What follows belongs to an exercise in optimizing a design on an open flow for small area; a production flow would make more cautious choices.
Function was checked by simulation only, so behaviour that the tests miss may differ from the original.
The clock port is modelled as an ideal driver; clocking choices that lean on that would not hold on a real chip.
Power figures rest on the tool's default switching activity, not on a simulated workload.

==> flow/design.v <==
module ung_rx_parser (
    input  wire        clk,
    input  wire        rst,           
    input  wire        rx_valid,
    input  wire [7:0]  rx_byte,
    output reg         evt_valid,
    output wire [7:0]  evt_addr,
    output wire [31:0] evt_w0,
    output wire [31:0] evt_volume,
    output wire [31:0] evt_amount,
    output wire [31:0] evt_price
);
    function [15:0] crc_step;
        input [15:0] c;
        input [7:0]  b;
        reg [7:0] x;
        begin
            x = c[15:8] ^ b;
            x = x ^ {4'd0, x[7:4]};
            crc_step = {c[7:0], 8'd0} ^ {x[3:0], 12'd0} ^ {3'd0, x, 5'd0} ^ {8'd0, x};
        end
    endfunction
    function [24:0] rca25;
        input [24:0] a;
        input [24:0] b;
        input        cin;
        integer i;
        reg c;
        begin
            c = cin;
            for (i = 0; i < 25; i = i + 1) begin
                rca25[i] = a[i] ^ b[i] ^ c;
                c = (a[i] & b[i]) | (c & (a[i] ^ b[i]));
            end
        end
    endfunction
    reg [5:0]  cnt;               
    reg [7:0]  win0, win1, win2;  
    reg [15:0] crc;               
    reg [7:0]  addr;
    reg        k_st, k_va, k_pr;  
    reg        first;             
    reg [26:0] acc;
    reg [26:0] hold;
    wire is_end = (rx_byte == 8'hFA);
    wire push   = rx_valid && !is_end;
    wire step   = push && (cnt >= 6'd3);    
    wire overflow = push && (cnt == 6'd63);
    wire at0  = (cnt == 6'd3);
    wire at2  = (cnt == 6'd5);
    wire at3  = (cnt == 6'd6);
    wire at4  = (cnt == 6'd7);
    wire at5  = (cnt == 6'd8);
    wire at8  = (cnt == 6'd11);
    wire at9  = (cnt == 6'd12);
    wire [3:0] nh = win0[7:4];
    wire [3:0] nl = win0[3:0];
    wire       bcd_ok = (nh <= 4'd9) && (nl <= 4'd9);
    wire va_win = k_va && (cnt >= 6'd8) && (cnt <= 6'd15);    
    wire pr_win = k_pr && (cnt >= 6'd9);                      
    wire [19:0] acc_m = first ? 20'd0 : acc[19:0];
    wire h30 = nh[3] & nh[0];
    wire [24:0] rw1 = {1'b0, acc_m, nh[2] | nh[3], nh[1] | nh[3], nh[0] | nh[3],
                       nh[1] | h30};
    wire [24:0] rw2 = {2'b0, acc_m, nh[3], nh[2] | nh[3], h30};
    wire [24:0] rw3 = {5'b0, acc_m};
    wire [24:0] csa_s = rw1 ^ rw2 ^ rw3;
    wire [24:0] csa_c = {(rw1[23:0] & rw2[23:0]) | (rw1[23:0] & rw3[23:0]) |
                         (rw2[23:0] & rw3[23:0]), nl[3] | nl[2]};
    wire [24:0] acc_hi = rca25(csa_s, csa_c, nl[3] | (nh[0] & nl[1]));
    wire [26:0] acc_next = {acc_hi, nl[1] ^ nh[0], nl[0]};
    wire        big = (acc >= 27'd1000000);
    wire va_next = k_va && (win0 == 8'h04);    
    wire crc_match = (crc == {win1, win0});
    wire decode_ok = crc_match &&
                     ((k_st && cnt >= 6'd9) ||
                      (k_va && cnt >= 6'd16) ||
                      (k_pr && cnt >= 6'd10));
    always @(posedge clk) begin
        if (rst) begin
            cnt       <= 6'd0;
            evt_valid <= 1'b0;
        end else begin
            evt_valid <= rx_valid && is_end && decode_ok;
            if (rx_valid) begin
                if (is_end)
                    cnt <= 6'd0;
                else if (cnt != 6'd63)
                    cnt <= cnt + 6'd1;
            end
        end
    end
    always @(posedge clk) begin
        if (push) begin
            win0 <= win1;
            win1 <= win2;
            win2 <= rx_byte;
        end
        if (step) begin
            crc <= crc_step(at0 ? 16'hFFFF : crc, win0);
            first <= (at4 && va_next) || (at8 && k_va) || (at5 && !k_va);
            if (at0) addr <= win0;
            if (at2) begin
                k_st <= (win0 == 8'h81);
                k_pr <= (win0 == 8'h83);
                k_va <= 1'b0;
            end
            if (at3) begin
                k_st <= k_st && (win0 >= 8'd2);
                k_va <= k_st && (win0 >= 8'd8);
            end
            if (at4) begin
                k_st <= k_st && (win0 == 8'h00);
                k_va <= va_next;
            end
            if (at5)
                hold[7:0] <= win0;
            if (at9 && k_va)
                hold <= acc;
            if (va_win || pr_win) begin
                acc <= acc_next;
                if (!bcd_ok || (pr_win && !first && big)) begin
                    k_va <= 1'b0;
                    k_pr <= 1'b0;
                end
            end
            if (overflow) begin
                k_st <= 1'b0;
                k_va <= 1'b0;
                k_pr <= 1'b0;
            end
        end
    end
    assign evt_addr   = addr;
    assign evt_w0     = {11'd0, k_pr & hold[4], {4{k_pr}} & hold[3:0],
                         {8{k_st}} & hold[7:0], 2'b00,
                         k_pr, k_pr, k_pr, k_va, k_va, k_st};
    assign evt_volume = {5'd0, {27{k_va}} & hold};
    assign evt_amount = {5'd0, {27{k_va}} & acc};
    assign evt_price  = {5'd0, {27{k_pr}} & acc};
endmodule
export LEC_CHECK = 0
export CAP_MARGIN = 20
export CORE_MARGIN = 2
export CORE_UTILIZATION = 25
export PLACE_DENSITY = 0.85
export SLEW_MARGIN = 20
create_clock -name core_clock -period 10.0 [get_ports {clk}]
standard.sh (not shown) runs the stock make flow with config.mk's settings and CLKGATE_MAP_FILE= SYNTH_SCRIPT=/design/flow/synth_recipe.tcl, a recipe that flattens the netlist after the stock synthesis.
==> flow/flow/run.sh <==
#!/bin/bash
# The standard layout (standard.sh: standard synthesis, floorplan, place,
# CTS, route, finish) with these changes:
#  - the port buffers that global placement inserts use the smallest buffer
#    cell instead of the default one;
#  - clock tree synthesis uses clkbuf_8 buffers, no dummy loads, and H-tree
#    leaves of up to CTS_LEAF_SINKS registers (flow/cts.py runs ORFS's cts.tcl
#    after setting that limit, which clock_tree_synthesis has no option for).
# Every ORFS step writes its full log under orfs/logs/ (the CTS step's log is
# orfs/logs/.../4_1_cts.log); make's own output goes to make_*.log here.
set -euo pipefail
here=$(pwd)
args=(
  "SKIP_REPAIR_TIE_FANOUT=1"
  "BUFFER_PORTS_ARGS=-buffer_cell sky130_fd_sc_hd__buf_1"
  "CTS_ARGS=-sink_clustering_enable -repair_clock_nets -dont_use_dummy_load -buf_list sky130_fd_sc_hd__clkbuf_8"
)
export CTS_LEAF_SINKS=20
bash standard.sh "${args[@]}" place > make_place.log 2>&1
bash standard.sh "${args[@]}" "RUN_SCRIPT=$here/flow/cts.py" RUN_LOG_NAME_STEM=4_1_cts run > make_cts.log 2>&1
test -f orfs/results/sky130hd/ung_rx_parser/base/4_1_cts.odb
bash standard.sh "${args[@]}" finish > make_finish.log 2>&1
==> flow/flow/cts.py <==
import os
from openroad import Design, Tech

tech = Tech()
design = Design(tech)
design.getTritonCts().getParms().setNumMaxLeafSinks(int(os.environ["CTS_LEAF_SINKS"]))
design.evalTclString("source $::env(SCRIPTS_DIR)/cts.tcl")
Next try:
--- a/flow/design.v
+++ b/flow/design.v
@@ -17,22 +17,22 @@
         begin
             x = c[15:8] ^ b;
             x = x ^ {4'd0, x[7:4]};
             crc_step = {c[7:0], 8'd0} ^ {x[3:0], 12'd0} ^ {3'd0, x, 5'd0} ^ {8'd0, x};
         end
     endfunction
-    function [24:0] rca25;
-        input [24:0] a;
-        input [24:0] b;
+    function [26:0] rca27;
+        input [26:0] a;
+        input [26:0] b;
         input        cin;
         integer i;
         reg c;
         begin
             c = cin;
-            for (i = 0; i < 25; i = i + 1) begin
-                rca25[i] = a[i] ^ b[i] ^ c;
+            for (i = 0; i < 27; i = i + 1) begin
+                rca27[i] = a[i] ^ b[i] ^ c;
                 c = (a[i] & b[i]) | (c & (a[i] ^ b[i]));
             end
         end
     endfunction
     reg [5:0]  cnt;               
     reg [7:0]  win0, win1, win2;  
@@ -57,21 +57,20 @@
     wire [3:0] nl = win0[3:0];
     wire       bcd_ok = (nh <= 4'd9) && (nl <= 4'd9);
     wire va_win = k_va && (cnt >= 6'd8) && (cnt <= 6'd15);    
     wire pr_win = k_pr && (cnt >= 6'd9);                      
     wire [19:0] acc_m = first ? 20'd0 : acc[19:0];
     wire h30 = nh[3] & nh[0];
-    wire [24:0] rw1 = {1'b0, acc_m, nh[2] | nh[3], nh[1] | nh[3], nh[0] | nh[3],
-                       nh[1] | h30};
-    wire [24:0] rw2 = {2'b0, acc_m, nh[3], nh[2] | nh[3], h30};
-    wire [24:0] rw3 = {5'b0, acc_m};
-    wire [24:0] csa_s = rw1 ^ rw2 ^ rw3;
-    wire [24:0] csa_c = {(rw1[23:0] & rw2[23:0]) | (rw1[23:0] & rw3[23:0]) |
-                         (rw2[23:0] & rw3[23:0]), nl[3] | nl[2]};
-    wire [24:0] acc_hi = rca25(csa_s, csa_c, nl[3] | (nh[0] & nl[1]));
-    wire [26:0] acc_next = {acc_hi, nl[1] ^ nh[0], nl[0]};
+    wire [26:0] rx = {1'b0, acc_m, nh[2] | nh[3], nh[1] | nh[3], nh[0] | nh[3],
+                      nl[2] | nl[3], nl[1] | nl[3], nl[0] | nl[3]};
+    wire [26:0] ry = {2'b0, acc_m, nh[3], nh[2] | nh[3], nh[1] | h30, nh[0], nl[3]};
+    wire [26:0] rz = {5'b0, acc_m, h30, nl[3] & nl[0]};
+    wire [26:0] csa_s = rx ^ ry ^ rz;
+    wire [26:0] csa_c = {(rx[25:0] & ry[25:0]) | (rx[25:0] & rz[25:0]) |
+                         (ry[25:0] & rz[25:0]), h30};
+    wire [26:0] acc_next = rca27(csa_s, csa_c, h30);
     wire        big = (acc >= 27'd1000000);
     wire va_next = k_va && (win0 == 8'h04);    
     wire crc_match = (crc == {win1, win0});
     wire decode_ok = crc_match &&
                      ((k_st && cnt >= 6'd9) ||
                       (k_va && cnt >= 6'd16) ||
After rerunning:
- worst hold slack stays flat
- die area goes up by 0.36%
- clock skew went down by 0.015 ns
- wire length climbs by 0.91%
- power came out higher by 2.0%
- synthesized cell count does not change
- sequential power barely changes

==> what the ideal ports hide <==
No port has a modelled driver above. Below, the same layouts with a new extraction and two added sets of constraints. Step 1, drivers: a clkbuf_16 drives clk and a buf_2 each remaining input, both assumed. Step 2, shift: input delay + t, output delay - t, t = (earliest + latest rising clock arrival at the registers) / 2. This alone moves slack from input paths to output paths. a / b / c = ideal / step 1 / step 2; a / b = the first two.
| run | t, ns | setup WS [ns] | pins driven straight from the clock port |
|---|---|---|---|
| the first run | 0.395 | 0.260 / 0.260 / 0.260 | 1 |
| the second run | 0.412 | 0.258 / 0.258 / 0.258 | 1 |
After both steps setup and hold are still met in every run listed.
